Source: an optimization exercise on an open RTL-to-GDS flow (aim: small area, a short achievable clock period and few clock cycles). Production flows keep margins and buffers that such runs may drop. Only simulation tests tie the RTL to the original design; equivalence was not proved. No activity file was given, so power comes from the tool's default toggle rates.

## P
## cm11a_ctrl
module cm11a_ctrl (
  input  wire         clk,
  input  wire         rst,
  input  wire         open_ok,
  input  wire         in_valid,
  output wire         in_ready,
  input  wire [1:0]   in_kind,
  input  wire [7:0]   in_op,
  input  wire [7:0]   in_n,
  input  wire [127:0] in_data,
  output reg          tx_valid,
  input  wire         tx_ready,
  output reg  [7:0]   tx_data,
  output reg          hr_valid,
  input  wire         hr_ready,
  output reg  [1:0]   hr_kind,
  output reg  [7:0]   hr_val,
  output reg          ev_valid,
  input  wire         ev_ready,
  output reg  [3:0]   ev_type,
  output reg  [7:0]   ev_a,
  output reg  [7:0]   ev_b,
  output reg  [7:0]   ev_c,
  output reg  [7:0]   ev_d
);
  localparam K_RX = 2'd0, K_HOST = 2'd1, K_IOERR = 2'd2, K_TMO = 2'd3;
  localparam OP_TRANSMIT = 8'h01, OP_ADDRESS = 8'h02, OP_LABEL = 8'h03,
             OP_COMMAND  = 8'h04, OP_RING_ON = 8'h05, OP_RING_OFF = 8'h06,
             OP_QUERY    = 8'h07;
  localparam HR_ACCEPT = 2'd0, HR_REJECT = 2'd1, HR_HOLD = 2'd2;
  localparam RJ_RANGE = 8'h10, RJ_NOADDR = 8'h11, RJ_FAULTED = 8'h12,
             RJ_ILLEGAL = 8'h13, RJ_FORM = 8'h14;
  localparam EV_READY = 4'd1, EV_POLL = 4'd2, EV_ADDRESS = 4'd3, EV_COMMAND = 4'd4,
  ...
Size in the first run: ~3,200 cells after synthesis, roughly 210 I/O pins, about 38,000 sq um of cells after synthesis.
clock: 8.0 ns
lec_check: 0
cap_margin: 20
core_margin: 2
core_utilization: 40
cts_cluster_diameter: 80
cts_cluster_size: 20
place_density: 0.6
setup_slack_margin: 4.8
slew_margin: 20
tns_end_percent: 100
standard.sh (not shown) runs the stock make flow with config.mk's settings and CLKGATE_MAP_FILE= SYNTH_SCRIPT=/design/flow/synth_recipe.tcl, a recipe that flattens the netlist after the stock synthesis.
==> flow/flow/run.sh <==
#!/bin/bash
# The standard layout, with the port buffers made from buf_2 cells instead of
# the cell buffer_ports picks by default (a slow clkdlybuf4s50_1). Every input
# and output port still gets its own buffer.
set -e
export BUFFER_PORTS_ARGS="-buffer_cell sky130_fd_sc_hd__buf_2"
bash standard.sh finish > standard_flow.log 2>&1
Testbench counts of P, summed over its fixed seeds: cycles 5,576.
The following lists how Q was set up differently from P:
--- a/flow/design.v
+++ b/flow/design.v
@@ -15,19 +15,19 @@
   input  wire         hr_ready,
   output reg  [1:0]   hr_kind,
   output reg  [7:0]   hr_val,
   output reg          ev_valid,
   input  wire         ev_ready,
   output reg  [3:0]   ev_type,
   output reg  [7:0]   ev_a,
   output reg  [7:0]   ev_b,
   output reg  [7:0]   ev_c,
-  output reg  [7:0]   ev_d
+  output wire [7:0]   ev_d
 );
   localparam K_RX = 2'd0, K_HOST = 2'd1, K_IOERR = 2'd2, K_TMO = 2'd3;
   localparam OP_TRANSMIT = 8'h01, OP_ADDRESS = 8'h02, OP_LABEL = 8'h03,
              OP_COMMAND  = 8'h04, OP_RING_ON = 8'h05, OP_RING_OFF = 8'h06,
              OP_QUERY    = 8'h07;
   localparam HR_ACCEPT = 2'd0, HR_REJECT = 2'd1, HR_HOLD = 2'd2;
   localparam RJ_RANGE = 8'h10, RJ_NOADDR = 8'h11, RJ_FAULTED = 8'h12,
              RJ_ILLEGAL = 8'h13, RJ_FORM = 8'h14;
   localparam EV_READY = 4'd1, EV_POLL = 4'd2, EV_ADDRESS = 4'd3, EV_COMMAND = 4'd4,
@@ -114,29 +114,30 @@
   reg         cp_valid;
   reg [1:0]   cp_kind;
   reg [7:0]   cp_id;
   reg [3:0]   et;                
   reg         et_busy;           
   reg         et_fo;             
   reg [2:0]   pidx;
   reg         tx_act;            
   reg [2:0]   ti;                
-  reg [2:0]   tlast;             
   reg [7:0]   ck_acc;            
   reg [7:0]   fl_c, fl_r;        
   reg        txs_valid;
   reg [7:0]  txs_data;
   reg        hrs_valid;
   reg [1:0]  hrs_kind;
   reg [7:0]  hrs_val;
   reg        evs_valid;
   reg [3:0]  evs_type;
-  reg [7:0]  evs_a, evs_b, evs_c, evs_d;
+  reg [7:0]  evs_a, evs_b, evs_c;
+  reg        ev_d3, evs_d3;
+  assign ev_d = {6'd0, ev_d3, ev_d3};
   reg         c_valid;
   reg  [1:0]  c_kind;
   reg         c_illegal;     
   reg         c_form;        
   reg         c_range;       
   reg         c_cmd, c_query, c_addrop, c_push;
   reg  [3:0]  c_k;           
   reg  [8:0]  c_kgt;         
   reg         c_sok;         
@@ -456,19 +457,19 @@
   wire       c_ev      = core_go && o_ev;
   wire       w_tx      = c_tx || tx_go;
   wire [7:0] w_tx_data = c_tx ? o_tx_data : tail_byte;
   wire       w_hr      = accept && o_hr;
   wire       w_ev      = c_ev || et_go;
   wire [3:0] w_ev_type = c_ev ? o_ev_type : t_type;
   wire [7:0] w_ev_a    = c_ev ? o_ev_a : t_a;
   wire [7:0] w_ev_b    = c_ev ? o_ev_b : t_b;
   wire [7:0] w_ev_c    = c_ev ? 8'd0 : t_c;
-  wire [7:0] w_ev_d    = c_ev ? 8'd0 : t_d;
+  wire       w_ev_d3   = !c_ev && t_d[0];
   always @(posedge clk) begin
     if (rst) begin
       tx_valid  <= 1'b0;
       txs_valid <= 1'b0;
     end else if (!tx_valid || tx_ready) begin
       tx_valid  <= txs_valid || w_tx;
       txs_valid <= 1'b0;
     end else if (!txs_valid) begin
       txs_valid <= w_tx;
@@ -509,25 +510,25 @@
       evs_valid <= w_ev;
     end
   end
   always @(posedge clk) begin
     if (!ev_valid || ev_ready) begin
       ev_type <= evs_valid ? evs_type : w_ev_type;
       ev_a    <= evs_valid ? evs_a : w_ev_a;
       ev_b    <= evs_valid ? evs_b : w_ev_b;
       ev_c    <= evs_valid ? evs_c : w_ev_c;
-      ev_d    <= evs_valid ? evs_d : w_ev_d;
+      ev_d3   <= evs_valid ? evs_d3 : w_ev_d3;
     end else if (!evs_valid) begin
       evs_type <= w_ev_type;
       evs_a    <= w_ev_a;
       evs_b    <= w_ev_b;
       evs_c    <= w_ev_c;
-      evs_d    <= w_ev_d;
+      evs_d3   <= w_ev_d3;
     end
   end
   always @(posedge clk) begin
     if (rst) begin
       boot_pend    <= 1'b1;
       boot_ok      <= open_ok;
       fault        <= 8'd0;
       faulted      <= 1'b0;
       cnt13        <= 1'b0;
@@ -544,19 +545,19 @@
       exp_cnt      <= 4'd0;
       exp_owner    <= 8'd0;
       sav_kind     <= X_NONE;
       cp_valid     <= 1'b0;
       et           <= T_IDLE;
       et_busy      <= 1'b0;
       et_fo        <= 1'b0;
       tx_act       <= 1'b0;
     end else begin
-      if (tx_go && ti == tlast) tx_act <= 1'b0;
+      if (tx_go && (h_addr || ti == qlm[0])) tx_act <= 1'b0;
       if (et_go) begin
         et      <= t_next;
         et_busy <= (t_next != T_IDLE);
         et_fo   <= t_next_fo;
       end
       if (core_go) begin
         boot_pend <= 1'b0;
         if (flt) fault <= boot_pend ? F_TRANSPORT : f_cause;
         if (flt) faulted <= 1'b1;
@@ -635,19 +636,18 @@
       if (c_fail) begin
         cp_id <= qid[0];
         fl_c  <= ck_acc;
         fl_r  <= rxb;
       end
       if (n_et != T_IDLE) pidx <= 3'd1;
       if (start) begin
         ck_acc <= s_first;
         ti     <= s_addr ? s_sub : 3'd1;
-        tlast  <= s_addr ? s_sub : s_lm;
       end
       if (q_sub) hsub <= hsub + 3'd1;
       if (c_fail && pop_sub) hdoom <= 1'b1;
     end
     if (exp_kind == X_STATUS && exp_cnt == 4'd7) exp_b7 <= rxb;
     if (exp_kind == X_POLL && exp_cnt[3:1] != 3'd0) poll_rep[exp_cnt[2:0] - 3'd2] <= rxb;
     if (nops == 4'd0 || (core_go && q_shift)) begin
       hsub  <= 3'd0;
       hdoom <= 1'b0;
## What came out
Q: flow completed, timing, DRC and antenna clean. As far as sequential share of cell area is concerned, P and Q perform about the same. The routing usage on met3 in Q sits 1.1 points above the value recorded for P. Looking only at ratio of final minimum period to clock period, and setting everything else aside, the higher value of P and Q goes to Q. The total of buffers placed on input and output ports of Q falls short of that of P by 6. Sort P and Q by combinational cell fraction of total power asc -> top: Q. Final cell area: Q below P. Q vs. P: hold path depth went up by 1, area of the die went down by about 2%. Compared with P, Q shows a number of flops mapped to enable cells by yosys that is 2.3% lower. Routed wire length on Q is down relative to P. Comparing Q with P, the fraction of area in multi-input gates came out essentially unchanged. Q vs. P: total power went down by about 6%. Clock share of power in Q vs P: up 0.3 points. Q vs P — post-route met1 wirelength dropped by a few percent.
Testbench counts of Q, summed over its fixed seeds: cycles 5,576.

==> static timing again, ports no longer ideal <==
In the flow no input, the clock included, has a driving cell. The finished layouts below were timed again as built, in two steps.
Step 1 assumes that a clkbuf_16 drives the clock port and a buf_2 every other input.
Step 2, shift: input delay + t, output delay - t, t = (earliest + latest rising clock arrival at the registers) / 2. This alone moves slack from input paths to output paths.
a / b / c = no drivers / after step 1 / after step 2; a / b = the first two.
run	shift t [ns]	setup WS [ns]	worst register clock-pin slew, ns
P	0.691	4.756 / 4.769 / 4.109	0.09 / 0.09
Q	0.702	4.649 / 4.579 / 4.074	0.09 / 0.09
After both steps every run listed still meets setup and hold. For P, which loses most, drivers alone change the setup slack by +0.013 ns; drivers and shift together by -0.647 ns.
